What follows belongs to an exercise in optimizing a design on an open flow for small area, a short achievable clock period and few clock cycles; a production flow would make more cautious choices.
In this exercise RTL edits were held to simulation tests only and were not proved equivalent to the original.
Power is estimated from default activity; no workload was simulated.

==> design.v <==
module zs_codec (
    input             clk,
    input             rst,           
    input             host_req,
    input             host_we,
    input      [10:0] host_addr,
    input      [7:0]  host_wdata,
    output            host_ready,
    output reg        host_rvalid,
    output reg [7:0]  host_rdata,
    output            tx_valid,
    output     [31:0] tx_frame,      
    input             tx_ready
);
    localparam [7:0] OP_NOP        = 8'h00;
    localparam [7:0] OP_CW_U16     = 8'h10;
    localparam [7:0] OP_CW_BYTES   = 8'h11;
    localparam [7:0] OP_CW_SUBSYS  = 8'h12;
    localparam [7:0] OP_CW_TYPE    = 8'h13;
    localparam [7:0] OP_CW_NAME    = 8'h14;
    localparam [7:0] OP_CW_SER     = 8'h15;
    localparam [7:0] OP_HDR_BYTES  = 8'h20;
    localparam [7:0] OP_HDR_SER    = 8'h21;
    localparam [7:0] OP_FRM_BYTES  = 8'h22;
    localparam [7:0] OP_FRM_SER    = 8'h23;
    localparam [7:0] OP_CHECKSUM   = 8'h30;
    localparam [7:0] OP_ENV_BYTES  = 8'h31;
    localparam [7:0] OP_ENV_SER    = 8'h32;
    localparam [7:0] OP_ENV_CMD    = 8'h33;
    localparam [7:0] OP_LINK_MAKE  = 8'h40;
    localparam [7:0] OP_LINK_ACK   = 8'h41;
    localparam [7:0] OP_LINK_PARSE = 8'h42;
    localparam [3:0] E_OK        = 4'd0;
    localparam [3:0] E_FRAMING   = 4'd1;
    localparam [3:0] E_CHECKSUM  = 4'd2;
    localparam [3:0] E_TRUNC     = 4'd3;
    localparam [3:0] E_VARIANT   = 4'd4;
    localparam [3:0] E_LENGTH    = 4'd5;
    localparam [3:0] E_ILLEGAL   = 4'd6;
    localparam [4:0] I_NOP = 5'd0,
                     I_CW_U16 = 5'd1,
                     I_CW_BYTES = 5'd2,
                     I_CW_SUBSYS = 5'd3,
                     I_CW_TYPE = 5'd4,
                     I_CW_NAME = 5'd5,
                     I_CW_SER = 5'd6,
                     I_HDR_BYTES = 5'd7,
                     I_HDR_SER = 5'd8,
                     I_FRM_BYTES = 5'd9,
                     I_FRM_SER = 5'd10,
                     I_CHECKSUM = 5'd11,
                     I_ENV_BYTES = 5'd12,
                     I_ENV_SER = 5'd13,
                     I_ENV_CMD = 5'd14,
                     I_LINK_MAKE = 5'd15,
                     I_LINK_ACK = 5'd16,
                     I_LINK_PARSE = 5'd17,
                     I_ILL = 5'd31;
    localparam [2:0] G_NONE = 3'd0, G_ENVSER = 3'd1, G_FRMSER = 3'd2,
                     G_LINK = 3'd3, G_FRMFROM = 3'd4, G_ENVFROM = 3'd5,
                     G_CKSUM = 3'd6;
    localparam [2:0] W_IDLE = 3'd0, W_A1 = 3'd1, W_A2 = 3'd2, W_RUN = 3'd3,
                     W_P1 = 3'd4, W_P2 = 3'd5;
    localparam [1:0] OS_PAY = 2'd0, OS_PAY1 = 2'd1, OS_IB = 2'd2;
    function [15:0] crc_m1;
        input [15:0] x;
        begin
            crc_m1[0] = ^(x & 16'h1100);
            crc_m1[1] = ^(x & 16'h2200);
            crc_m1[2] = ^(x & 16'h4400);
            crc_m1[3] = ^(x & 16'h8800);
            crc_m1[4] = ^(x & 16'h1000);
            crc_m1[5] = ^(x & 16'h3100);
            crc_m1[6] = ^(x & 16'h6200);
            crc_m1[7] = ^(x & 16'hC400);
            crc_m1[8] = ^(x & 16'h8801);
            crc_m1[9] = ^(x & 16'h1002);
            crc_m1[10] = ^(x & 16'h2004);
            crc_m1[11] = ^(x & 16'h4008);
            crc_m1[12] = ^(x & 16'h9110);
            crc_m1[13] = ^(x & 16'h2220);
            crc_m1[14] = ^(x & 16'h4440);
            crc_m1[15] = ^(x & 16'h8880);
        end
    endfunction
    function [15:0] crc_m8;
        input [15:0] x;
        begin
            crc_m8[0] = ^(x & 16'h859B);
            crc_m8[1] = ^(x & 16'h0B36);
            crc_m8[2] = ^(x & 16'h166C);
            crc_m8[3] = ^(x & 16'h2CD8);
            crc_m8[4] = ^(x & 16'h59B0);
            crc_m8[5] = ^(x & 16'h36FB);
            crc_m8[6] = ^(x & 16'h6DF7);
            crc_m8[7] = ^(x & 16'hDBEE);
            crc_m8[8] = ^(x & 16'hB7DC);
            crc_m8[9] = ^(x & 16'h6FB8);
            crc_m8[10] = ^(x & 16'hDF70);
            crc_m8[11] = ^(x & 16'hBEE1);
            crc_m8[12] = ^(x & 16'hF859);
            crc_m8[13] = ^(x & 16'hF0B3);
            crc_m8[14] = ^(x & 16'hE166);
            crc_m8[15] = ^(x & 16'hC2CD);
        end
    endfunction
    function [15:0] crc_byte;
        input [15:0] c;
        input [7:0]  b;
        begin
            crc_byte = crc_m1(c ^ {b, 8'h00});
        end
    endfunction
    function [4:0] op_index;
        input [7:0] d;
        begin
            case (d)
                OP_NOP: op_index = I_NOP;
                OP_CW_U16: op_index = I_CW_U16;
                OP_CW_BYTES: op_index = I_CW_BYTES;
                OP_CW_SUBSYS: op_index = I_CW_SUBSYS;
                OP_CW_TYPE: op_index = I_CW_TYPE;
                OP_CW_NAME: op_index = I_CW_NAME;
                OP_CW_SER: op_index = I_CW_SER;
                OP_HDR_BYTES: op_index = I_HDR_BYTES;
                OP_HDR_SER: op_index = I_HDR_SER;
                OP_FRM_BYTES: op_index = I_FRM_BYTES;
                OP_FRM_SER: op_index = I_FRM_SER;
                OP_CHECKSUM: op_index = I_CHECKSUM;
                OP_ENV_BYTES: op_index = I_ENV_BYTES;
                OP_ENV_SER: op_index = I_ENV_SER;
                OP_ENV_CMD: op_index = I_ENV_CMD;
                OP_LINK_MAKE: op_index = I_LINK_MAKE;
                OP_LINK_ACK: op_index = I_LINK_ACK;
                OP_LINK_PARSE: op_index = I_LINK_PARSE;
                default: op_index = I_ILL;
            endcase
        end
    endfunction
    function reg_only;
        input [4:0] i;
        begin
            case (i)
                I_NOP, I_CW_U16, I_CW_BYTES, I_CW_SUBSYS, I_CW_TYPE, I_CW_NAME,
                I_CW_SER, I_HDR_BYTES, I_HDR_SER, I_ENV_CMD, I_LINK_PARSE, I_ILL:
                    reg_only = 1'b1;
                default:
                    reg_only = 1'b0;
            endcase
        end
    endfunction
    function known_subsys;
        input [4:0] c;
        begin
            known_subsys = (c <= 5'h09) || (c == 5'h0F) || (c == 5'h15);
        end
    endfunction
    reg [7:0]  op_r;
    reg [3:0]  err_r;
    reg        done_r;
    reg        sticky_r;
    reg [7:0]  cmd0_r, cmd1_r, len_r;
    reg        variant_r;
    reg [15:0] arg_r;
    reg [15:0] res_r;
    reg [8:0]  consumed_r;
    reg [8:0]  ibuf_len_r;
    reg [8:0]  obuf_len_r;
    reg [7:0]  obc0, obc1, obc2, obc3;       
    reg [7:0]  ibs0, ibs1, ibs2, ibs3, ibs4;  
    reg [8:0]  ibs1p4;                       
    reg [9:0]  ibs0p3, ibs1p5;               
    reg        frm_short, env_short;         
    reg [7:0]  pay0s;                        
    reg        hold_r;                       
    reg        txv_r;                        
    reg        txv_i;                        
    reg        tx_arm, tx_arm2, tx_arm3;     
    reg [2:0]  fa1, fa2, fa3;
    reg        fa4, fn0, fn2;
    reg  [7:0]    ph;
    reg  [2047:0] ibr, payr, obr;
    wire [2047:0] ibr_n, payr_n, obr_n;
    wire [7:0] ib_cur  [0:31];    
    wire [7:0] ib_prt  [0:31];    
    wire [7:0] pay_cur [0:31];    
    wire [7:0] pay_nx  [0:31];    
    wire [7:0] ob_cur  [0:31];
    wire [7:0] ib_nv   [0:31];    
    wire [7:0] pay_nv  [0:31];
    wire [7:0] ob_nv   [0:31];
    genvar gs, gk, gm;
    generate
        for (gs = 0; gs < 256; gs = gs + 1) begin : g_slot
            if (gs % 8 != 0) begin : g_plain
                assign ibr_n [8*gs +: 8] = ibr [8*((gs+1)%256) +: 8];
                assign payr_n[8*gs +: 8] = payr[8*((gs+1)%256) +: 8];
                assign obr_n [8*gs +: 8] = obr [8*((gs+1)%256) +: 8];
            end else begin : g_port
                assign ibr_n [8*gs +: 8] = ib_nv [gs/8];
                assign payr_n[8*gs +: 8] = pay_nv[gs/8];
                assign obr_n [8*gs +: 8] = ob_nv [gs/8];
            end
        end
        for (gk = 0; gk < 32; gk = gk + 1) begin : g_taps
            assign ib_cur [gk] = ibr [8*(8*gk+1) +: 8];
            assign ib_prt [gk] = ibr [8*(8*gk)   +: 8];
            assign pay_cur[gk] = payr[8*(8*gk+1) +: 8];
            assign pay_nx [gk] = payr[8*(8*gk+2) +: 8];
            assign ob_cur [gk] = obr [8*(8*gk+1) +: 8];
        end
    endgenerate
    always @(posedge clk) begin
        ibr  <= ibr_n;
        payr <= payr_n;
        obr  <= obr_n;
    end
    always @(posedge clk) begin
        if (rst) ph <= 8'd0;
        else     ph <= ph + 8'd1;
    end
    reg        e0_v, e1_v;
    reg        e0_we, e1_we;
    reg [7:0]  e0_d, e1_d;
    reg [7:0]  e0_a, e1_a;       
    reg [5:0]  e0_c, e1_c;       
    reg [7:0]  e0_dl, e1_dl;
    reg [4:0]  e0_oi;            
    reg        e0_ro;            
    reg        rdy_r;
    reg [7:0]  nk0, nk4;         
    assign host_ready = rdy_r;
    wire acc = host_req && !e1_v && !rst;
    wire [10:0] ha     = host_addr;
    wire [5:0]  in_c;
    assign in_c[0] = (ha[10:4] == 7'h00);
    assign in_c[1] = (ha[10:8] == 3'h1) && (ha[7:0] < 8'd250);
    assign in_c[2] = (ha[10:8] == 3'h2);
    assign in_c[3] = (ha[10:8] == 3'h4) && (ha[7:2] == 6'd0);
    assign in_c[4] = ((ha[10:8] == 3'h4) && (ha[7:2] != 6'd0)) ||
                     ((ha[10:8] == 3'h5) && (ha[7:2] == 6'd0));
    assign in_c[5] = (ha == 11'h000) && host_we;
    wire [7:0]  in_dl0 = ha[7:0] + nk0;
    wire [7:0]  in_dl4 = ha[7:0] + nk4;
    wire [7:0]  in_dl  = (ha[9] | ha[10]) ? in_dl4 : in_dl0;
    wire [7:0]  a      = e0_a;
    wire        a_reg  = e0_c[0];
    wire        a_pay  = e0_c[1];
    wire        a_ib   = e0_c[2];
    wire        a_obc  = e0_c[3];
    wire        a_obr  = e0_c[4];
    wire        a_op   = e0_c[5];
    wire        a_ring = a_pay || a_ib || a_obr;
    wire        a_algn = (e0_dl[2:0] == 3'd0);
    wire [4:0]  a_port = e0_dl[7:3];
    reg [2:0]  g_op;          
    reg        g_ph;          
    reg [7:0]  g_n;           
    reg [8:0]  g_p;           
    reg        reg_pend;      
    reg [2:0]  w_st;
    reg [3:0]  w_cnt;
    reg [8:0]  w_len;         
    reg [7:0]  w_e;           
    reg        w_cpo;         
    reg [1:0]  w_osrc;
    reg        w_cpp;         
    reg        w_psrc;        
    reg        w_xib;         
    reg [3:0]  m_a, m_b;      
    reg        m_w;
    reg [15:0] mask;          
    reg [7:0]  xg0, xg1;
    reg [7:0]  xacc;
    reg [7:0]  fcs_r;
    wire w_run  = (w_st == W_RUN);
    wire w_arm  = (w_st == W_A1) || (w_st == W_A2);
    wire w_idle = (w_st == W_IDLE);
    reg [2:0]  tq_pend;       
    reg [7:0]  tq_dl;         
    reg [1:0]  tq_v0;         
    reg        tq_w;
    reg [4:0]  tq_port;
    reg [1:0]  tq_vi;
    wire [7:0] tq_val = (tq_vi == 2'd0) ? crc_r[15:8] :
                        (tq_vi == 2'd1) ? crc_r[7:0]  :
                        (tq_vi == 2'd2) ? 8'h7E : xacc;
    wire       tq_idle = (tq_pend == 3'd0) && !tq_w;
    wire [7:0] tq_dln  = tq_dl - 8'd1;
    wire [2:0] tq_un   = 3'd0 - tq_dln[2:0];
    wire       tq_fire = (tq_un < 3'd3) && tq_pend[tq_un[1:0]];
    reg        sv, sfv;
    reg  [8:0] sm;
    reg  [7:0] sx, sf, sfcs;
    reg [15:0] sc;
    reg        pv;
    reg  [7:0] pm;
    reg  [7:0] px;
    reg [1:0]  cr_st;         
    reg [1:0]  zph;           
    reg [2:0]  z_rem;
    reg [5:0]  z_chk;
    reg        st_pay;        
    reg [4:0]  cr_port;
    reg [8:0]  cr_cnt;
    reg [7:0]  crc_b;
    reg        crc_bv;
    reg [15:0] crc_r;
    wire [15:0] crc_step = crc_m1(crc_r ^ {(cr_st == 2'd3) ? 8'h00 : crc_b, 8'h00});
    wire [8:0] m_q9  = w_len + 9'd15 - {5'd0, w_e[3:0]};
    wire [4:0] m_q   = m_q9[8:4];
    wire [3:0] m_an  = 4'd0 - w_e[7:4];
    wire [4:0] m_sum = {1'b0, m_an} + m_q;
    wire [15:0] mask_n;
    generate
        for (gk = 0; gk < 16; gk = gk + 1) begin : g_mask
            wire ge = (gk >= m_a);
            wire lt = (gk <  m_b);
            assign mask_n[gk] = m_w ? (ge | lt) : (ge & lt);
        end
    endgenerate
    always @(posedge clk) begin
        m_a  <= m_an;
        m_b  <= m_sum[3:0];
        m_w  <= m_sum[4];
        mask <= mask_n;
    end
    wire        fcs_take = w_run && (g_op == G_ENVFROM) && !g_ph &&
                           (ph[2:0] == g_n[2:0]);
    wire        cr_algn  = st_pay ? (ph[2:0] == 3'd0) : (ph[2:0] == 3'd4);
    wire [4:0]  cr_p0    = st_pay ? (5'd0 - ph[7:3]) : ~ph[7:3];
    wire        cr_take  = ((cr_st == 2'd1) && cr_algn) || (cr_st == 2'd2);
    wire [4:0]  cr_psel  = (cr_st == 2'd1) ? cr_p0 : cr_port;
    reg  [1:0]  ps_ring;            
    reg  [4:0]  ps_port;
    reg  [1:0]  pg_sel;
    reg  [7:0]  pg [0:3];
    wire [7:0]  pg_out = pg[pg_sel];
    generate
        for (gm = 0; gm < 4; gm = gm + 1) begin : g_rgrp
            wire [5:0] sl = 6'd8 * gm + {3'd0, ps_port[2:0]};
            always @(posedge clk)
                pg[gm] <= (ps_ring == 2'd0) ? payr[64*sl +: 8] :
                          (ps_ring == 2'd1) ? ibr [64*sl +: 8] :
                                              obr [64*sl +: 8];
        end
    endgenerate
    wire eng_idle = (g_op == G_NONE);
    wire eng_ib   = (g_op == G_LINK) || (g_op == G_FRMFROM) || (g_op == G_ENVFROM) ||
                    (g_op == G_CKSUM);
    wire eng_pay  = (g_op == G_ENVSER) || (g_op == G_FRMSER) || (g_op == G_FRMFROM) ||
                    (g_op == G_ENVFROM);
    wire cp_young = w_run && !w_cnt[3];
    reg  can;
    always @(*) begin
        can = 1'b0;
        if (e0_v && !reg_pend) begin
            if (e0_we) begin
                if (a_op)
                    can = hold_r || eng_idle || e0_ro;
                else if (a_pay || a_ib)
                    can = hold_r || ((a_pay ? !eng_pay : !eng_ib) && a_algn);
                else
                    can = 1'b1;
            end else begin
                if (a_ring)
                    can = a_algn && !w_arm && !(cp_young && a_port[0] &&
                                                 ((a_obr && w_cpo) || (a_pay && w_cpp)));
                else
                    can = 1'b1;
            end
        end
    end
    wire proc    = can;
    wire do_wr   = proc && e0_we && !hold_r;         
    wire issue   = do_wr && a_op;
    wire h_pay_w = do_wr && a_pay;
    wire h_ib_w  = do_wr && a_ib;
    wire [1:0] q_cnt  = {1'b0, e0_v} + {1'b0, e1_v};
    wire [1:0] q_next = q_cnt - {1'b0, proc} + {1'b0, acc};
    always @(posedge clk) begin
        e0_dl <= e0_dl - 8'd1;
        e1_dl <= e1_dl - 8'd1;
        if (rst) begin
            e0_v  <= 1'b0;
            e1_v  <= 1'b0;
            rdy_r <= 1'b1;
            nk0   <= 8'hFF;
            nk4   <= 8'hFB;
        end else begin
            nk0   <= nk0 - 8'd1;
            nk4   <= nk4 - 8'd1;
            rdy_r <= (q_next != 2'd2);
            if (proc || !e0_v) begin
                if (e1_v) begin
                    e0_v <= 1'b1; e0_we <= e1_we; e0_a <= e1_a; e0_d <= e1_d;
                    e0_oi <= op_index(e1_d);
                    e0_ro <= reg_only(op_index(e1_d));
                    e0_c <= e1_c; e0_dl <= e1_dl - 8'd1;
                    e1_v <= acc;
                    if (acc) begin
                        e1_we <= host_we; e1_a <= ha[7:0]; e1_d <= host_wdata;
                        e1_c <= in_c; e1_dl <= in_dl;
                    end
                end else begin
                    e0_v <= acc;
                    if (acc) begin
                        e0_we <= host_we; e0_a <= ha[7:0]; e0_d <= host_wdata;
                        e0_oi <= op_index(host_wdata);
                        e0_ro <= reg_only(op_index(host_wdata));
                        e0_c <= in_c; e0_dl <= in_dl;
                    end
                end
            end else if (acc) begin
                e1_v <= 1'b1; e1_we <= host_we; e1_a <= ha[7:0]; e1_d <= host_wdata;
                e1_c <= in_c; e1_dl <= in_dl;
            end
        end
    end
    generate
        for (gk = 0; gk < 32; gk = gk + 1) begin : g_ports
            wire hsel  = (a_port == gk);
            wire ib_w  = h_ib_w  && hsel;
            wire pay_w = h_pay_w && hsel;
            wire cpp   = (gk % 2 == 0) && w_run && w_cpp && mask[gk/2];
            wire cpo   = (gk % 2 == 0) && w_run && w_cpo && mask[gk/2];
            wire tlw   = tq_w && (tq_port == gk);
            assign ib_nv[gk]  = ib_w ? e0_d : ib_cur[gk];
            assign pay_nv[gk] = pay_w ? e0_d :
                                cpp ? (w_psrc ? ib_cur[gk] : ib_prt[gk]) :
                                pay_cur[gk];
            assign ob_nv[gk]  = cpo ? ((w_osrc == OS_PAY)  ? pay_cur[gk] :
                                       (w_osrc == OS_PAY1) ? pay_nx[gk] : ib_prt[gk]) :
                                tlw ? tq_val : ob_cur[gk];
        end
    endgenerate
    reg [7:0] xgrp [0:1];
    integer xi, xm;
    always @(*) begin
        for (xm = 0; xm < 2; xm = xm + 1) begin
            xgrp[xm] = 8'h00;
            for (xi = 8*xm; xi < 8*xm + 8; xi = xi + 1)
                xgrp[xm] = xgrp[xm] ^ ({8{mask[xi] & w_xib}} & ib_cur[2*xi]);
        end
    end
    reg [7:0] rd_reg;
    always @(*) begin
        case (a[3:0])
            4'h0: rd_reg = op_r;
            4'h1: rd_reg = {1'b0, sticky_r, hold_r, done_r, err_r};
            4'h2: rd_reg = cmd0_r;
            4'h3: rd_reg = cmd1_r;
            4'h4: rd_reg = len_r;
            4'h5: rd_reg = {7'd0, variant_r};
            4'h6: rd_reg = arg_r[7:0];
            4'h7: rd_reg = arg_r[15:8];
            4'h8: rd_reg = res_r[7:0];
            4'h9: rd_reg = res_r[15:8];
            4'hA: rd_reg = consumed_r[7:0];
            4'hB: rd_reg = {7'd0, consumed_r[8]};
            4'hC: rd_reg = ibuf_len_r[7:0];
            4'hD: rd_reg = {7'd0, ibuf_len_r[8]};
            4'hE: rd_reg = obuf_len_r[7:0];
            default: rd_reg = {7'd0, obuf_len_r[8]};
        endcase
    end
    wire [7:0] rd_obc = (a[1:0] == 2'd0) ? obc0 : (a[1:0] == 2'd1) ? obc1 :
                        (a[1:0] == 2'd2) ? obc2 : obc3;
    reg       rq1_v, rq1_ring, rq2_v, rq2_ring;
    reg [7:0] rq1_dat, rq2_dat;
    reg       fq1, fq2, cq1, cq2;
    always @(posedge clk) begin
        if (rst) begin
            rq1_v       <= 1'b0;
            rq2_v       <= 1'b0;
            host_rvalid <= 1'b0;
            fq1 <= 1'b0; fq2 <= 1'b0;
            cq1 <= 1'b0; cq2 <= 1'b0;
        end else begin
            rq1_v       <= proc && !e0_we;
            rq2_v       <= rq1_v;
            host_rvalid <= rq2_v;
            fq1 <= fcs_take; fq2 <= fq1;
            cq1 <= cr_take;  cq2 <= cq1;
        end
        rq1_ring <= a_ring;
        rq1_dat  <= a_reg ? rd_reg : a_obc ? rd_obc : 8'h00;
        rq2_ring <= rq1_ring;
        rq2_dat  <= rq1_dat;
        pg_sel   <= ps_port[4:3];
        host_rdata <= !rq2_v ? 8'h00 : rq2_ring ? pg_out : rq2_dat;
        if (cr_take) begin
            ps_ring <= st_pay ? 2'd0 : 2'd1; ps_port <= cr_psel;
        end else if (fcs_take) begin
            ps_ring <= 2'd1; ps_port <= g_n[7:3] - ph[7:3];
        end else begin
            ps_ring <= a_pay ? 2'd0 : a_ib ? 2'd1 : 2'd2;
            ps_port <= a_port;
        end
    end
    always @(posedge clk) begin
        fa1 <= arg_r[2:0];
        fa2 <= fa1;
        fa3 <= fa2;
        fa4 <= fa3[1];
        fn0 <= ~arg_r[0];
        fn2 <= ~arg_r[2];
    end
    wire [31:0] txf_r = {8'h7E,
                         fn2, fa4, fa3[0], 1'b0, 1'b1, fa3[2], fa3[1], fa2[0],
                         1'b1, fa2[2], fa2[1], fn0, 3'b000, 1'b1,
                         1'b1, 4'b0000, fa1[2], fa1[1], fa1[0]};
    always @(posedge clk)
        txv_r <= !rst && (tx_arm3 || (txv_r && !tx_ready));
    always @(posedge clk)
        txv_i <= !rst && (tx_arm3 || (txv_i && !tx_ready));
    assign tx_valid = txv_r;
    assign tx_frame = txf_r;
    wire   tx_acc   = !rst && txv_i && tx_ready;
    reg        ak_pend;
    reg [1:0]  ak_cnt;
    wire       ak_fire = ak_pend && ((ak_cnt == 2'd0) || (ak_cnt == 2'd1 && proc));
    wire [7:0] wd       = e0_d;
    wire [8:0] il_wr    = a[0] ? {wd[0], ibuf_len_r[7:0]} : {ibuf_len_r[8], wd};
    wire [8:0] il_new   = (il_wr > 9'd256) ? 9'd256 : il_wr;
    wire [7:0]  ack_c   = 8'h80 | {5'd0, arg_r[2:0]};
    wire [15:0] ack_crc = crc_byte(16'h0000, ack_c);
    wire [8:0] lk_p     = ibuf_len_r;
    wire       lk_fast  = sv && (sm == ibuf_len_r);
    wire       es_fast  = (len_r == 8'd0) || (pv && pm == len_r);
    wire [7:0] es_fold  = len_r ^ cmd0_r ^ cmd1_r;
    task complete;
        input [3:0] e;
        begin
            err_r  <= e;
            done_r <= 1'b1;
            if (e != E_OK)
                sticky_r <= 1'b1;
        end
    endtask
    task sweep;
        input [1:0] lo_code;      
        input [8:0] len;
        begin
            w_len <= len;
            w_e   <= ph + ((lo_code == 2'd0) ? 8'd3 : (lo_code == 2'd1) ? 8'd7 : 8'd6);
            w_st  <= W_A1;
        end
    endtask
    task tail;
        input [7:0] lo;
        input [1:0] n;
        input [1:0] v;
        reg   [7:0] d;
        reg   [2:0] u;
        reg   [2:0] m;
        begin
            d = lo - ph - 8'd1;           
            u = 3'd0 - d[2:0];            
            m = (n == 2'd3) ? 3'b111 : (n == 2'd2) ? 3'b011 : 3'b001;
            tq_dl   <= d;
            tq_v0   <= v;
            tq_w    <= (u < {1'b0, n});
            tq_port <= d[7:3] + {4'd0, (u != 3'd0)};
            tq_vi   <= v + u[1:0];
            tq_pend <= (u < {1'b0, n}) ? (m & ~(3'b001 << u)) : m;
        end
    endtask
    always @(posedge clk) begin
        if (rst) begin
            op_r       <= 8'h00;
            err_r      <= E_OK;
            done_r     <= 1'b0;
            sticky_r   <= 1'b0;
            cmd0_r     <= 8'h00;
            cmd1_r     <= 8'h00;
            len_r      <= 8'h00;
            variant_r  <= 1'b0;
            arg_r      <= 16'h0000;
            res_r      <= 16'h0000;
            consumed_r <= 9'd0;
            ibuf_len_r <= 9'd0;
            obuf_len_r <= 9'd0;
            frm_short  <= 1'b1;
            env_short  <= 1'b1;
            hold_r     <= 1'b0;
            tx_arm     <= 1'b0;
            tx_arm2    <= 1'b0;
            tx_arm3    <= 1'b0;
            ak_pend    <= 1'b0;
            ak_cnt     <= 2'd0;
            g_op       <= G_NONE;
            w_st       <= W_IDLE;
            w_cpo      <= 1'b0;
            w_cpp      <= 1'b0;
            w_xib      <= 1'b0;
            reg_pend   <= 1'b0;
            tq_pend    <= 3'd0;
            tq_w       <= 1'b0;
            cr_st      <= 2'd0;
            crc_bv     <= 1'b0;
            xg0 <= 8'h00; xg1 <= 8'h00;
            sv         <= 1'b0;
            sfv        <= 1'b0;
            pv         <= 1'b0;
        end else begin
            if (proc && e0_we && a_reg && a[3:0] == 4'h1 && wd[6])
                sticky_r <= 1'b0;
            if (do_wr && a_reg) begin
                case (a[3:0])
                    4'h2: cmd0_r    <= wd;
                    4'h3: cmd1_r    <= wd;
                    4'h4: len_r     <= wd;
                    4'h5: variant_r <= wd[0];
                    4'h6: arg_r[7:0]  <= wd;
                    4'h7: arg_r[15:8] <= wd;
                    4'hC, 4'hD: begin
                        ibuf_len_r <= il_new;
                        frm_short  <= {1'b0, il_new} < ibs0p3;
                        env_short  <= {1'b0, il_new} < ibs1p5;
                    end
                    default: ;
                endcase
            end
            if (h_ib_w) begin
                case (a[7:0])
                    8'd0: begin
                        ibs0      <= wd;
                        ibs0p3    <= 10'd3 + {2'd0, wd};
                        frm_short <= {1'b0, ibuf_len_r} < 10'd3 + {2'd0, wd};
                    end
                    8'd1: begin
                        ibs1      <= wd;
                        ibs1p4    <= 9'd4 + {1'b0, wd};
                        ibs1p5    <= 10'd5 + {2'd0, wd};
                        env_short <= {1'b0, ibuf_len_r} < 10'd5 + {2'd0, wd};
                    end
                    8'd2: ibs2 <= wd;
                    8'd3: ibs3 <= wd;
                    8'd4: ibs4 <= wd;
                    default: ;
                endcase
                if (a[7:0] == 8'd0) begin
                    sv  <= 1'b1;
                    sm  <= 9'd1;
                    sx  <= wd;
                    sc  <= crc_byte(16'h0000, wd);
                    sfv <= 1'b0;
                end else if (sv && {1'b0, a[7:0]} == sm) begin
                    sm <= sm + 9'd1;
                    sx <= sx ^ wd;
                    sc <= crc_byte(sc, wd);
                    if (sm == ibs1p4) begin
                        sf   <= sx ^ ibs0;
                        sfcs <= wd;
                        sfv  <= 1'b1;
                    end
                end else
                    sv <= 1'b0;
            end
            if (h_pay_w) begin
                if (a[7:0] == 8'd0)
                    pay0s <= wd;
                if (a[7:0] == 8'd0) begin
                    pv <= 1'b1;
                    pm <= 8'd1;
                    px <= wd;
                end else if (pv && a[7:0] == pm) begin
                    pm <= pm + 8'd1;
                    px <= px ^ wd;
                end else
                    pv <= 1'b0;
            end
            tx_arm2 <= tx_arm;
            tx_arm3 <= tx_arm2;
            if (tx_arm)
                tx_arm <= 1'b0;
            if (tx_acc) begin
                ak_pend <= 1'b1;
                ak_cnt  <= q_next;
            end else if (ak_pend) begin
                if (ak_fire) begin
                    ak_pend    <= 1'b0;
                    hold_r     <= 1'b0;
                    obc0       <= ack_c;
                    obc1       <= ack_crc[15:8];
                    obc2       <= ack_crc[7:0];
                    obc3       <= 8'h7E;
                    obuf_len_r <= 9'd4;
                    res_r      <= ack_crc;
                    complete(E_OK);
                end else if (proc)
                    ak_cnt <= ak_cnt - 2'd1;
            end
            if (w_run && w_xib) begin
                xg0 <= xgrp[0]; xg1 <= xgrp[1];
            end else begin
                xg0 <= 8'h00; xg1 <= 8'h00;
            end
            xacc <= xacc ^ xg0 ^ xg1 ^ ((crc_bv && st_pay) ? crc_b : 8'h00);
            if (fq2)
                fcs_r <= pg_out;
            if (crc_bv && !st_pay)
                crc_r <= crc_step;
            crc_bv <= cq2;
            if (cq2)
                crc_b <= pg_out;
            if (cr_st == 2'd1 && cr_algn) begin
                cr_port <= cr_p0;
                cr_cnt  <= cr_cnt - 9'd1;
                cr_st   <= (cr_cnt == 9'd1) ? 2'd0 : 2'd2;
            end else if (cr_st == 2'd2) begin
                cr_cnt <= cr_cnt - 9'd1;
                if (cr_cnt == 9'd1)
                    cr_st <= 2'd0;
            end else if (cr_st == 2'd3) begin
                case (zph)
                    2'd0: begin
                        crc_r <= crc_step;
                        z_rem <= z_rem - 3'd1;
                        if (z_rem == 3'd1)
                            zph <= (z_chk != 6'd0) ? 2'd1 : 2'd2;
                    end
                    2'd1: begin
                        crc_r <= crc_m8(crc_r);
                        z_chk <= z_chk - 6'd1;
                        if (z_chk == 6'd1)
                            zph <= 2'd2;
                    end
                    default: begin
                        crc_r <= crc_r ^ sc;
                        cr_st <= 2'd0;
                    end
                endcase
            end
            w_e <= w_e + 8'd1;
            case (w_st)
                W_A1: w_st <= W_A2;
                W_A2: begin
                    w_st  <= W_RUN;
                    w_cnt <= 4'd0;
                end
                W_RUN: begin
                    w_cnt <= w_cnt + 4'd1;
                    if (w_cnt == 4'd15) begin
                        if (w_xib)
                            w_st <= W_P1;       
                        else begin
                            w_st  <= W_IDLE;
                            w_cpo <= 1'b0;
                            w_cpp <= 1'b0;
                        end
                    end
                end
                W_P1: w_st <= W_P2;
                W_P2: begin
                    w_st  <= W_IDLE;
                    w_cpo <= 1'b0;
                    w_cpp <= 1'b0;
                    w_xib <= 1'b0;
                end
                default: ;
            endcase
            tq_dl   <= tq_dln;
            tq_w    <= tq_fire;
            tq_port <= tq_dln[7:3] + {4'd0, (tq_un != 3'd0)};
            tq_vi   <= tq_v0 + tq_un[1:0];
            if (tq_fire)
                tq_pend[tq_un[1:0]] <= 1'b0;
            if (g_op != G_NONE) begin
                case (g_op)
                    G_ENVSER: begin
                        if (!g_ph) begin
                            if (cr_st == 2'd0 && !cq1 && !cq2 && !crc_bv) begin
                                tail(g_n, 2'd1, 2'd3);
                                reg_pend <= 1'b0;
                                g_ph     <= 1'b1;
                            end
                        end else if (w_idle && tq_idle)
                            g_op <= G_NONE;
                    end
                    G_LINK: begin
                        if (!g_ph) begin
                            if (cr_st == 2'd0 && !cq1 && !cq2 && !crc_bv) begin
                                res_r    <= crc_r;
                                reg_pend <= 1'b0;
                                g_ph     <= 1'b1;
                                case (g_p)
                                    9'd0: begin obc1 <= crc_r[15:8]; obc2 <= crc_r[7:0]; obc3 <= 8'h7E; end
                                    9'd1: begin obc2 <= crc_r[15:8]; obc3 <= crc_r[7:0]; end
                                    9'd2: begin obc3 <= crc_r[15:8]; end
                                    default: ;
                                endcase
                                if (g_p >= 9'd3)
                                    tail(g_p[7:0] - 8'd3, 2'd3, 2'd0);
                                else if (g_p != 9'd0)
                                    tail(8'd0, g_p[1:0], 2'd3 - g_p[1:0]);
                            end
                        end else if (w_idle && tq_idle)
                            g_op <= G_NONE;
                    end
                    G_ENVFROM: begin
                        if (!g_ph) begin
                            if (w_idle) begin
                                reg_pend <= 1'b0;
                                if (fcs_r != xacc) begin
                                    complete(E_CHECKSUM);
                                    g_op <= G_NONE;
                                end else if (g_n > 8'd250) begin
                                    complete(E_LENGTH);
                                    g_op <= G_NONE;
                                end else begin
                                    variant_r  <= 1'b0;
                                    len_r      <= g_n;
                                    cmd0_r     <= ibs2;
                                    cmd1_r     <= ibs3;
                                    res_r      <= {8'd0, xacc};
                                    consumed_r <= 9'd5 + {1'b0, g_n};
                                    complete(E_OK);
                                    pv <= 1'b1;
                                    pm <= g_n;
                                    px <= xacc ^ ibs1 ^ ibs2 ^ ibs3;
                                    g_ph <= 1'b1;
                                    if (g_n == 8'd0)
                                        g_op <= G_NONE;
                                    else begin
                                        pay0s  <= ibs4;
                                        w_cpp  <= 1'b1;
                                        w_psrc <= 1'b1;
                                        sweep(2'd0, {1'b0, g_n});
                                    end
                                end
                            end
                        end else if (w_idle)
                            g_op <= G_NONE;
                    end
                    G_CKSUM: begin
                        if (w_idle) begin
                            res_r    <= {8'd0, xacc};
                            reg_pend <= 1'b0;
                            g_op     <= G_NONE;
                        end
                    end
                    default: begin
                        if (w_idle)
                            g_op <= G_NONE;
                    end
                endcase
            end
            if (issue) begin
                op_r   <= wd;
                done_r <= 1'b0;
                case (e0_oi)
                    I_NOP: complete(E_OK);
                    I_CW_U16: begin
                        cmd0_r <= arg_r[7:0];
                        cmd1_r <= arg_r[15:8];
                        complete(E_OK);
                    end
                    I_CW_BYTES: begin
                        if (ibuf_len_r < 9'd2)
                            complete(E_TRUNC);
                        else begin
                            cmd0_r     <= ibs0;
                            cmd1_r     <= ibs1;
                            consumed_r <= 9'd2;
                            complete(E_OK);
                        end
                    end
                    I_CW_SUBSYS: begin
                        res_r <= known_subsys(cmd0_r[4:0]) ? {11'd0, cmd0_r[4:0]} : 16'd0;
                        complete(E_OK);
                    end
                    I_CW_TYPE: begin
                        res_r <= {13'd0, cmd0_r[7:5]};
                        complete(E_OK);
                    end
                    I_CW_NAME: begin
                        res_r <= {7'd0, known_subsys(cmd0_r[4:0]), 3'd0, cmd0_r[4:0]};
                        complete(E_OK);
                    end
                    I_CW_SER: begin
                        obc0 <= cmd0_r;
                        obc1 <= cmd1_r;
                        obuf_len_r <= 9'd2;
                        complete(E_OK);
                    end
                    I_HDR_BYTES: begin
                        if (ibuf_len_r < 9'd3)
                            complete(E_TRUNC);
                        else if (ibs0 > 8'd250)
                            complete(E_LENGTH);
                        else begin
                            len_r      <= ibs0;
                            cmd0_r     <= ibs1;
                            cmd1_r     <= ibs2;
                            consumed_r <= 9'd3;
                            complete(E_OK);
                        end
                    end
                    I_HDR_SER: begin
                        obc0 <= len_r;
                        obc1 <= cmd0_r;
                        obc2 <= cmd1_r;
                        obuf_len_r <= 9'd3;
                        complete(E_OK);
                    end
                    I_FRM_BYTES: begin
                        if (ibuf_len_r < 9'd3)
                            complete(E_TRUNC);
                        else if (ibs0 > 8'd250)
                            complete(E_LENGTH);
                        else if (frm_short)
                            complete(E_TRUNC);
                        else begin
                            len_r      <= ibs0;
                            cmd0_r     <= ibs1;
                            cmd1_r     <= ibs2;
                            consumed_r <= 9'd3 + {1'b0, ibs0};
                            complete(E_OK);
                            if (ibs0 != 8'd0) begin
                                pay0s  <= ibs3;
                                pv     <= 1'b0;
                                g_op   <= G_FRMFROM;
                                w_cpp  <= 1'b1;
                                w_psrc <= 1'b0;
                                sweep(2'd0, {1'b0, ibs0});
                            end
                        end
                    end
                    I_FRM_SER: begin
                        if (len_r > 8'd250)
                            complete(E_LENGTH);
                        else begin
                            obc0 <= len_r;
                            obc1 <= cmd0_r;
                            obc2 <= cmd1_r;
                            if (len_r != 8'd0)
                                obc3 <= pay0s;
                            obuf_len_r <= 9'd3 + {1'b0, len_r};
                            complete(E_OK);
                            if (len_r > 8'd1) begin
                                g_op   <= G_FRMSER;
                                w_cpo  <= 1'b1;
                                w_osrc <= OS_PAY1;
                                sweep(2'd0, {1'b0, len_r - 8'd1});
                            end
                        end
                    end
                    I_CHECKSUM: begin
                        xacc <= 8'h00;
                        complete(E_OK);
                        if (ibuf_len_r == 9'd0)
                            res_r <= 16'd0;
                        else if (sv && sm == ibuf_len_r)
                            res_r <= {8'd0, sx};
                        else begin
                            reg_pend <= 1'b1;
                            g_op     <= G_CKSUM;
                            w_xib    <= 1'b1;
                            sweep(2'd1, ibuf_len_r);
                        end
                    end
                    I_ENV_BYTES: begin
                        xacc <= 8'h00;
                        if (ibuf_len_r < 9'd1 || ibs0 != 8'hFE)
                            complete(E_FRAMING);
                        else if (ibuf_len_r < 9'd2)
                            complete(E_FRAMING);
                        else if (env_short)
                            complete(E_FRAMING);
                        else if (sv && sfv) begin
                            if (sfcs != sf)
                                complete(E_CHECKSUM);
                            else if (ibs1 > 8'd250)
                                complete(E_LENGTH);
                            else begin
                                variant_r  <= 1'b0;
                                len_r      <= ibs1;
                                cmd0_r     <= ibs2;
                                cmd1_r     <= ibs3;
                                res_r      <= {8'd0, sf};
                                consumed_r <= 9'd5 + {1'b0, ibs1};
                                complete(E_OK);
                                pv <= 1'b1;
                                pm <= ibs1;
                                px <= sf ^ ibs1 ^ ibs2 ^ ibs3;
                                if (ibs1 != 8'd0) begin
                                    pay0s  <= ibs4;
                                    g_op   <= G_ENVFROM;
                                    g_ph   <= 1'b1;
                                    g_n    <= ibs1;
                                    w_cpp  <= 1'b1;
                                    w_psrc <= 1'b1;
                                    sweep(2'd0, {1'b0, ibs1});
                                end
                            end
                        end else begin
                            reg_pend <= 1'b1;
                            g_op     <= G_ENVFROM;
                            g_ph     <= 1'b0;
                            g_n      <= ibs1;
                            w_xib    <= 1'b1;
                            sweep(2'd2, {1'b0, ibs1} + 9'd3);
                        end
                    end
                    I_ENV_SER: begin
                        if (variant_r)
                            complete(E_VARIANT);
                        else if (len_r > 8'd250)
                            complete(E_LENGTH);
                        else begin
                            obc0 <= 8'hFE;
                            obc1 <= len_r;
                            obc2 <= cmd0_r;
                            obc3 <= cmd1_r;
                            obuf_len_r <= 9'd5 + {1'b0, len_r};
                            complete(E_OK);
                            g_op <= G_ENVSER;
                            g_ph <= 1'b0;
                            g_n  <= len_r;
                            if (len_r != 8'd0) begin
                                w_cpo  <= 1'b1;
                                w_osrc <= OS_PAY;
                                sweep(2'd0, {1'b0, len_r});
                            end
                            if (es_fast) begin
                                xacc <= es_fold ^ (len_r == 8'd0 ? 8'h00 : px);
                                g_ph <= 1'b1;
                                tail(len_r, 2'd1, 2'd3);
                            end else begin
                                xacc     <= es_fold;
                                reg_pend <= 1'b1;
                                st_pay   <= 1'b1;
                                cr_st    <= 2'd1;
                                cr_cnt   <= {1'b0, len_r};
                            end
                        end
                    end
                    I_ENV_CMD: begin
                        if (variant_r)
                            complete(E_VARIANT);
                        else begin
                            res_r <= {cmd1_r, cmd0_r};
                            complete(E_OK);
                        end
                    end
                    I_LINK_MAKE: begin
                        obc0 <= arg_r[7:0];
                        if (lk_p >= 9'd1) obc1 <= ibs0;
                        if (lk_p >= 9'd2) obc2 <= ibs1;
                        if (lk_p >= 9'd3) obc3 <= ibs2;
                        obuf_len_r <= lk_p + 9'd4;
                        complete(E_OK);
                        reg_pend <= 1'b1;
                        g_op     <= G_LINK;
                        g_ph     <= 1'b0;
                        g_p      <= lk_p;
                        crc_r    <= crc_byte(16'h0000, arg_r[7:0]);
                        st_pay   <= 1'b0;
                        if (lk_p != 9'd0) begin
                            cr_st  <= lk_fast ? 2'd3 : 2'd1;
                            cr_cnt <= lk_p;
                            z_rem  <= lk_p[2:0];
                            z_chk  <= lk_p[8:3];
                            zph    <= (lk_p[2:0] != 3'd0) ? 2'd0 : 2'd1;
                        end
                        if (lk_p >= 9'd4) begin
                            w_cpo  <= 1'b1;
                            w_osrc <= OS_IB;
                            sweep(2'd0, lk_p - 9'd3);
                        end
                    end
                    I_LINK_ACK: begin
                        hold_r   <= 1'b1;
                        tx_arm   <= 1'b1;
                    end
                    I_LINK_PARSE: begin
                        res_r <= {9'd0, arg_r[6:4] + 3'd1, arg_r[3], arg_r[6:4]};
                        complete(E_OK);
                    end
                    default: complete(E_ILLEGAL);
                endcase
            end
        end
    end
endmodule
==> flow/run.sh <==
#!/bin/bash
set -uo pipefail
MARGIN=6.8
REP=orfs/reports/sky130hd/zs_codec/base

clean_layout() {
  local r=$REP/6_finish.rpt
  [[ -f $r && -f $REP/drt_antennas.log ]] || return 1
  grep -q "^Net:" $REP/drt_antennas.log && return 1
  for k in "max slew" "max cap" "setup" "hold"; do
    grep -q "^$k violation count 0$" $r || return 1
  done
  return 0
}

attempt() {
  local n=$1; shift
  rm -f out/final.def
  bash standard.sh SETUP_SLACK_MARGIN=$MARGIN "$@" finish > flow_make_$n.log 2>&1
  local st=$?
  echo "standard.sh exit status $st" >> flow_make_$n.log
  [[ $st -eq 0 && -s out/final.def ]] || return 1
  if ! clean_layout; then
    echo "the layout has violations; trying again" >> flow_make_$n.log
    return 1
  fi
  return 0
}

attempt 1 && exit 0
mv orfs orfs_attempt1
attempt 2 PLACE_DENSITY=0.62 CORE_UTILIZATION=48 && exit 0
mv orfs orfs_attempt2
rm -f out/final.def
bash standard.sh SETUP_SLACK_MARGIN=$MARGIN PLACE_DENSITY=0.68 CORE_UTILIZATION=52 finish > flow_make_3.log 2>&1
st=$?
echo "standard.sh exit status $st" >> flow_make_3.log
exit $st
==> standard.sh <==
#!/bin/bash
# synth_recipe.tcl (not shown) runs the flow's synth.tcl, then flattens the netlist and writes it again
# the make line also repeats each setting of config.mk as NAME=value (left out here)
make -C /OpenROAD-flow-scripts/flow DESIGN_CONFIG=/design/flow/config.mk WORK_HOME=/design/flow/orfs CLKGATE_MAP_FILE= SYNTH_SCRIPT=/design/flow/synth_recipe.tcl "${@:-finish}"
==> config.mk <==
export PLATFORM = sky130hd
export DESIGN_NAME = zs_codec
export DESIGN_NICKNAME = zs_codec
export VERILOG_FILES = /design/flow/design.v
export SDC_FILE = /design/flow/constraint.sdc
export NUM_CORES = 8
export LEC_CHECK = 0
export ABC_CLOCK_PERIOD_IN_PS = 5000
export CAP_MARGIN = 25
export CORE_MARGIN = 2
export CORE_UTILIZATION = 50
export CTS_CLUSTER_DIAMETER = 70
export CTS_CLUSTER_SIZE = 30
export PLACE_DENSITY = 0.65
export SETUP_SLACK_MARGIN = 5
export SLEW_MARGIN = 25
==> constraint.sdc <==
create_clock -name core_clock -period 10.0 [get_ports {clk}]
set_input_delay 2.0000 -clock core_clock [delete_from_list [all_inputs] [get_ports {clk}]]
set_output_delay 2.0000 -clock core_clock [all_outputs]
set_load 0.01 [all_outputs]
==> run summary, run 1 <==
Worst setup path
Along the worst path, the maximum fanout reaches 2. By startpoint and endpoint, the worst setup path is classified as flop to output port. The worst setup path is captured at an output port. Data on the critical path is required at its endpoint by 8.00 ns. In this run the worst setup path terminates at tx_frame[1]. The worst register-to-register path has a depth of 10. The sort of element at the start of the critical path is a flop.

Data arrives at the worst endpoint at 1.45 ns. The dominant delay contributor by cell family on the critical path is flip-flops. The capturing point of the worst reg2reg path is w_e[1]$_DFFE_PN_. The critical path goes through buf_6. Together, buffers and inverters on the worst path number 1.

The critical-path cell with the highest stage delay is dfxtp_2. The worst register-to-register path has a setup slack of 6.71 ns. In this run the number of cells on the critical path is 1.

The launching instance or port of the critical path is fa1[1]$_DFF_P_. For this run, the slowest stage of the critical path takes 0.34 ns. In this run the critical register-to-register path is launched from len_r[1]$_SDFF_PP0_.

Power and ir drop
The worst ir drop on vdd is 0.214 mV. The share of total power dissipated in the clock network is 0.319. The power density over the cells is 221 mW/mm^2.

The analysis attributes to net switching a power of 0.0116 W. The internal portion of the total power is 0.0351 W. The combinational share of power is 0.069. The analysis attributes to cell leakage a power of 81.2 nW. The sequential power share is 0.612. Of the total power, the share spent switching nets is 0.249.

Logic synthesis
The most used flip-flop cell after synthesis is dfxtp_1. The mean post-synth cell area is 13.2 sq um. Of all flip-flops after synthesis, the portion carrying an async set or reset was 0. The count of warnings emitted by yosys is 3.

After synthesis, the netlist uses 102 different library cells. The share of the Yosys chip area taken by registers is 0.734. Counting flops with a built-in enable in the synthesized netlist gives 347. After synthesis the netlist holds a flip-flop and latch count of 6790.

After technology mapping, the gate count stands at 14400. The total standard cell area after synthesis is 0.190 sq mm.

Flow run
Max-cap violations in this run came to 0.

Detailed routing
After detailed routing, the total wire length is 588000 um. Across all layers, the routed design uses 109000 vias. The average via count per standard cell is 5.51. The wire length per cell is 29.8 um. In this run, the number of DRC markers left after iteration 0 of detailed routing was 12300. The detail route stage leaves a number of antenna-violating nets equal to 0. The first detailed-routing pass ran for 14 iterations. The detailed-route DRC error count is 0.

Global routing
The global-route wire length before repair is 796000 um. The total grt overflow is 0. The global-route usage over all layers is 0.296.

The initial antenna violation count is 53. Entering global routing, the biggest net connects 78 pins. The number of global-route vias before repair is 101000.

Clock network
The largest buffer count on any clock path is 4. The clock transition at the register clock pins on the worst setup and hold paths after CTS is 0.10 ns. The tree is rooted in a clkbuf_16.

The number of H-tree levels is 5. Clock latency on the worst-skew pair, taken at its later pin, is 0.99 ns. TritonCTS built the clock tree. The number of clock buffers added by TritonCTS is 309. For this design, the sink count on the clock tree is 6790. Hold repair after CTS inserted 0 buffers.

Placed design
The count of buffers added on input and output ports is 46. Routability-driven placement finished with a final weighted congestion of 0.981. The placed wire-length estimate after detailed placement is 400000 um. Before CTS, the worst setup slack after placement is 5.13 ns.

Run status
The run finished with no timing, DRC or antenna violations.

STA
The final-report hold violation count is 0. Clock skew on the completed layout was measured at 0.0689 ns. The timing-limited maximum frequency is 290 MHz. Setup violations remaining at the end of the flow were counted as 0.

The worst path meets setup with 6.55 ns of slack. The transition time of the tightest slew-check pin is 1.17 ns. The max-slew violation total from the final report is 0. The total negative slack for setup checks is 0 ns. In this run the tightest slew margin relative to its limit is 0.218. The minimum clock period after layout is 3.45 ns. Dividing the final minimum period by the clock period gives 0.345. Setup repair after global routing could not meet its margin everywhere.

Die
In this run the count of I/O pins placed on the die edge is 67. After floorplanning, the core was sized to cover 0.379 sq mm. The floorplan die area is 0.385 sq mm. The die outline width is 621 um. The initial core utilization is 0.502. Measured along the y axis, the die boundary spans 621 um. In this run the core area contains 226 standard-cell rows.

Layout
The share of final-layout standard cells stronger than drive strength 1 is 0.149. The library cell used most frequently in the layout, excluding fill and tap cells, is dfxtp_1. In the layout the commonest cells are dfxtp_1, nand2_1, nor2_1, a21oi_1, mux2_2. The area growth from synthesis to final layout is 11.2%. The post-layout net count is 14800. The share of the core filled with cells is 0.558.

Worst hold path
The path class of the lowest-slack min-delay path is flop to flop.
## sequential cells by signal (all words and copies together) (netlist names), 16 cells and up
| register | count |
|---|---|
| crc_r | 16 |
| payr | 2048 |
| res_r | 16 |
| pg | 32 |
| obr | 2048 |
| ibr | 2048 |
| sc | 16 |
| mask | 16 |
| arg_r | 16 |
## cell type report
class,instances,area (sq um)
tap,5016,6280
fill,30900,167000
inverter,182,792
sequential,6790,139000
timing repair inverter,3,27.5
clock inverter,107,1650
antenna,32,80.1
timing repair buffer,525,5300
clock buffer,334,8060
multi-input combinational,6766,49700
## Yosys cell counts (all sizes together), types with 114 or more instances
master  instances  share of area
dfxtp        6443           0.68
nand2         938          0.019
nor2          867          0.018
a21oi         725          0.019
mux2          633          0.038
clkbuf        602          0.012
o21ai         597          0.016
mux2i         527          0.028
xnor2         432          0.020
edfxtp        347          0.055
a211oi        217         0.0086
xor2          200         0.0092
inv           179         0.0035
ha            164          0.011
nand3         156         0.0041
nor3          128         0.0035
buf           127         0.0032
mux4          114          0.014
## worst min path at each step
stage | startpoint | to | slack (ns) | depth (start not counted)
floorplan | ibr[1008]$_DFF_P_ | ibr[1000]$_DFF_P_ | 0.31 | 0
global placement | obr[825]$_DFF_P_ | obr[817]$_DFF_P_ | 0.31 | 0
detailed placement | ibr[1047]$_DFF_P_ | ibr[1039]$_DFF_P_ | 0.31 | 0
CTS | payr[1719]$_DFF_P_ | payr[1711]$_DFF_P_ | 0.29 | 0
global route | payr[1719]$_DFF_P_ | payr[1711]$_DFF_P_ | 0.29 | 0
finish | payr[1717]$_DFF_P_ | payr[1709]$_DFF_P_ | 0.29 | 0
## power by group through the flow
stage	Combinational, W	Sequential (W)	Clock [W]
after floorplan	0.00165	0.0286	0
after global placement	0.00291	0.0292	0
after detailed placement	0.00290	0.0292	0
after CTS	0.00309	0.0286	0.0151
after global routing	0.00328	0.0286	0.0161
final	0.00322	0.0286	0.0149
## kinds of logic after synthesis
family                   after synthesis  share of synthesized area
AO/OA/AOI/OAI                       2179                     0.0703
XOR/XNOR                             633                     0.0292
adder cells (fa/ha/maj)              179                     0.0120
buffers and inverters                911                     0.0187
flip-flops                          6790                      0.734
multiplexers                        1274                     0.0788
other                                  2                  0.0000395
AND/OR/NAND/NOR                     2474                     0.0574
## timing repair
item / 4_1_cts / 5_1_grt
setup buffers: 135 / 79
gates resized for setup: 531 / 245
hold endpoints to repair: 0 / 0
gates cloned: 13 / 8
endpoints found under the setup margin: 1197 / 692
pin swaps: 77 / 71
## per-stage QoR
stage	cell area, sq um	power (W)	hold WS, ns	std cells
3_3_place_gp	197000	0.0321	0.310	19000
5_1_grt	211000	0.0480	0.294	19700
3_5_place_dp	197000	0.0321	0.312	19000
4_1_cts	209000	0.0468	0.293	19600
6_report	211000	0.0467	0.291	19800
2_1_floorplan	191000	0.0303	0.310	14500
## metal layers
metal  up-vias  wire length (um)  track usage
li1      49200                 -            -
met1     53900            245000        0.397
met2      4558            264000        0.466
met3      1197             43000       0.0443
met4         6             35900        0.152
met5         -                39            0
Testbench counts, summed over its fixed seeds: cycles 111,884.
==> run 2: changes to the inputs <==
--- a/flow/run.sh
+++ b/flow/run.sh
@@ -1,5 +1,5 @@
 #!/bin/bash
 set -uo pipefail
-MARGIN=6.8
+MARGIN=7
 REP=orfs/reports/sky130hd/zs_codec/base
 
--- a/config.mk
+++ b/config.mk
@@ -6,6 +6,6 @@
 export NUM_CORES = 8
 export LEC_CHECK = 0
-export ABC_CLOCK_PERIOD_IN_PS = 5000
-export CAP_MARGIN = 25
+export ABC_CLOCK_PERIOD_IN_PS = 3000
+export CAP_MARGIN = 20
 export CORE_MARGIN = 2
 export CORE_UTILIZATION = 50
@@ -14,3 +14,3 @@
 export PLACE_DENSITY = 0.65
 export SETUP_SLACK_MARGIN = 5
-export SLEW_MARGIN = 25
+export SLEW_MARGIN = 20
==> run summary, run 2 <==
Run status
Result of the run: no timing/DRC/antenna violations (unchanged).

Power and ir drop
The sequential power share is 0.608 (was 0.612). The combinational share of power was 0.076 (was 0.069). The power density over the cells came to 216 mW/mm^2 (was 221 mW/mm^2). The total leakage power is 83.8 nW (was 81.2 nW).

The worst ir drop on vdd was 0.182 mV (was 0.214 mV). The switching power as a share of total power is 0.247 (was 0.249). The power dissipated by switching net loads was 0.0116 W (about the same). The clock network fraction of total power is 0.316 (was 0.319). The internal power summed over all cells came to 0.0353 W (was 0.0351 W).

Clock network
The clock buffer count from CTS is 305 (was 309). The number of H-tree levels came to 5 (unchanged). The cell chosen for the clock root is clkbuf_16 (unchanged). The number of hold buffers added after cts is 0 (unchanged).

The clock tree from TritonCTS is yes (unchanged). The clock sink count is 6790 (unchanged). The clock transition at the register clock pins on the worst setup and hold paths after CTS is 0.10 ns (about the same).

The insertion delay of the later-clocked pin in the worst-skew pair is 0.99 ns (about the same). The largest buffer count on any clock path was 4 (unchanged).

Logic synthesis
The prevailing post-synth register cell is dfxtp_1 (unchanged). The total standard cell area after synthesis came to 0.190 sq mm (unchanged). Most area-consuming cells after synthesis: dfxtp_1, edfxtp_1, mux2_2 (unchanged).

The post-synthesis cell count is 14400 (unchanged). The count of different cell masters after synthesis is 102 (unchanged). The synthesis-stage register bit count is 6790 (unchanged). The mean post-synth cell area is 13.2 sq um (unchanged). The area share of the leading cell type in the synthesized netlist is 0.679 (unchanged). Synth top cells by count: dfxtp_1, nand2_1, nor2_1 (unchanged).

The library cell with the highest instance count after synthesis is dfxtp_1 (unchanged). The share of synthesized registers carrying an async set or reset came to 0 (unchanged). The cell taking the most area after synthesis was dfxtp_1 (unchanged). The fraction of the yosys area taken by sequential cells is 0.734 (unchanged). The count of warnings emitted by yosys is 3 (unchanged).

The number of enable-type register cells in the synthesized netlist was 347 (unchanged).

Worst setup path
The delay of the slowest cell on the worst path is 0.34 ns (about the same). The capturing element type of the critical path is an output port (unchanged). The path type of the worst setup path is flop to output port (unchanged).

Crit-path cells: buf_6 (unchanged). The worst endpoint data arrival time is 1.42 ns (was 1.45 ns). The critical-path cell with the highest stage delay is dfxtp_2 (unchanged).

The maximum net fanout on the critical path is 2 (unchanged). The dominant delay contributor by cell family on the critical path is flip-flops (unchanged). The sort of element at the start of the critical path was a flop (unchanged). The data required time of the worst path is 8.00 ns (about the same). The number of buffer and inverter stages on the critical path is 1 (unchanged).

Placed design
The placed wire-length estimate after detailed placement came to 393000 um (was 400000 um). The routability congestion estimate came to 1.02 (was 0.981). The number of input and output port buffers inserted is 46 (unchanged). The placement-stage worst setup slack is 5.06 ns (was 5.13 ns). The cell count after placement is 19100 (was 19000).

STA
The final-report hold violation count is 0 (unchanged). The timing-limited maximum frequency is 292 MHz (was 290 MHz). The worst relative slew slack was 0.202 (was 0.218). The final critical-path share of the clock period is 0.342 (was 0.345). The transition time of the tightest slew-check pin is 1.19 ns (was 1.17 ns). Setup repair after global routing missed its margin: yes (unchanged).

The minimum clock period after layout is 3.42 ns (was 3.45 ns). The final worst setup slack is 6.58 ns (was 6.55 ns). The max-slew violation total from the final report is 0 (unchanged). The final clock skew is 0.0850 ns (was 0.0689 ns).

The worst hold slack is 0.273 ns (was 0.291 ns). The total negative slack for setup checks is 0 ns (unchanged). The count of endpoints failing setup in the final report was 0 (unchanged).

Flow run
The max-capacitance violation count is 0 (unchanged).

Layout
The area growth from synthesis to final layout is 14.3% (was 11.2%). Most frequent cells in the layout: dfxtp_1, nand2_1, nor2_1, a21oi_1, mux2i_1 (was dfxtp_1, nand2_1, nor2_1, a21oi_1, mux2_2). The share of the core filled with cells is 0.574 (was 0.558). The number of inserted filler cells in the final layout is 30400 (was 30900). The share of final-layout standard cells stronger than drive strength 1 is 0.182 (was 0.149).

The post-layout net count is 15100 (was 14800). Top Registers: ibr x2048, obr x2048, payr x2048 (unchanged). The most common library cell in the layout ignoring fill and taps is dfxtp_1 (unchanged). The non-filler instance count after layout is 20100 (was 19800).

Die
The floorplan die area is 0.385 sq mm (unchanged). The top-level I/O count is 67 (unchanged). The die outline height is 621 um (unchanged). The initial core utilization was 0.502 (unchanged).

The placeable core area is 0.379 sq mm (unchanged). The number of core rows is 226 (unchanged). The die outline width is 621 um (unchanged).

Global routing
The total grt overflow came to 0 (unchanged). The number of global-route vias before repair was 103000 (was 101000). The global-route usage over all layers is 0.299 (was 0.296).

The global-route wire length before repair is 805000 um (was 796000 um). The maximum number of pins on one net before global-route repair is 121 (was 78). The initial antenna violation count is 59 (was 53).

Detailed routing
The number of nets still failing antenna checks after routing is 0 (unchanged). The wire length per cell is 29.8 um (about the same). The detailed-route wire length is 597000 um (was 588000 um). The count of vias placed by the detailed router is 111000 (was 109000). The average via count per standard cell is 5.53 (was 5.51). The detailed router's first-iteration violation count is 12300 (about the same).

The detailed-route DRC error count is 0 (unchanged). The total iterations of the first detailed-routing run was 6 (was 14).

Worst hold path
The path class of the lowest-slack min-delay path is flop to flop (unchanged).
-- run 2: cell count changes in the layout (fill, tap and decap cells not counted), moves of 49 or more --
cell / previous run / this run
o21ai_0: 568 / 494
buf_12: 48 / 123
nand2_1: 900 / 851
mux2_2: 627 / 432
buf_4: 351 / 510
mux2_4: 1 / 197
-- run 2: power groups by stage --
stage	clock network (W)	logic [W]	registers (W)
floorplan	0	0.00166	0.0286
global placement	0	0.00299	0.0291
detailed placement	0	0.00300	0.0291
CTS	0.0150	0.00333	0.0285
global route	0.0159	0.00362	0.0286
finish	0.0148	0.00355	0.0285
-- run 2: stage by stage --
step / total power (W) / instance area (sq um)
finish: 0.0469 / 217000
global placement: 0.0321 / 197000
CTS: 0.0468 / 213000
floorplan: 0.0303 / 191000
global route: 0.0481 / 217000
detailed placement: 0.0321 / 197000
-- run 2: repair_timing --
action                                   CTS  global route
hold endpoints to repair                   0             0
setup buffers                            303           184
pin swaps                                138           188
gates resized for setup                  803           705
endpoints found under the setup margin  1333           852
gates cloned                              21            20
-- run 2: final timing paths --
check	startpoint	end	slack [ns]	cells past startpoint
max	fa1[1]$_DFF_P_	tx_frame[1]	6.58	1
min	ibr[875]$_DFF_P_	ibr[867]$_DFF_P_	0.27	0
max reg2reg	e0_c[4]$_DFFE_PP_	payr[1478]$_DFF_P_	6.68	13
min reg2reg	ibr[875]$_DFF_P_	ibr[867]$_DFF_P_	0.27	0
-- run 2: logic make-up after synthesis --
kind of cell,Yosys count,synth area share
xor gates and xnor gates,633,0.0292
buffers and inverters,911,0.0187
adders and majority gates,179,0.0120
muxes,1274,0.0788
AOI/OAI and AO/OA,2179,0.0703
other,2,0.0000395
DFF,6790,0.734
and+or+nand+nor,2474,0.0574
-- run 2: routing by layer --
layer,vias up,wire length [um],GRT usage
met4,24,42600,0.178
met1,54700,243000,0.393
li1,49900,-,-
met2,5047,264000,0.465
met3,1429,48300,0.0522
met5,-,183,0
-- run 2: layout make-up --
class / instances / area, sq um / share of cell area
diodes: 36 / 90.1 / 0.000415
clock buffers: 345 / 8130 / 0.0374
clock inverters: 96 / 1350 / 0.00620
inverters: 182 / 807 / 0.00372
multi-input cells: 6771 / 52100 / 0.240
flip-flops and latches: 6790 / 139000 / 0.642
well taps: 5016 / 6280 / 0.0289
repair buffers: 829 / 8980 / 0.0414
repair inverters: 1 / 7.51 / 0.0000346

==> what the ideal ports hide <==
No port has a modelled driver above. Below, the same layouts with a new extraction and two added sets of constraints. Step 1 assumes that a clkbuf_16 drives the clock port and a buf_2 every other input. Step 2 adds t to the input delays and takes it off the output delays; t is the mean of the earliest and latest rising clock arrival at the registers after step 1. Input paths then give back, and output paths get back, about the clock's delay inside the block. Slacks: no drivers / after step 1 / after step 2; pairs: no drivers / after step 1.
run | shift t [ns] | setup slack, ns | latest minus earliest clock arrival (ns) | worst data-port slew with drivers (ns)
run 1 | 1.062 | 6.554 / 6.448 / 5.738 | 0.074 / 0.074 | 0.05
run 2 | 1.062 | 6.578 / 6.470 / 5.661 | 0.089 / 0.089 | 0.05
After both steps setup and hold are still met in every run listed. The setup slack of run 2, which loses most, moves by -0.108 ns with the drivers and by -0.917 ns with both steps.
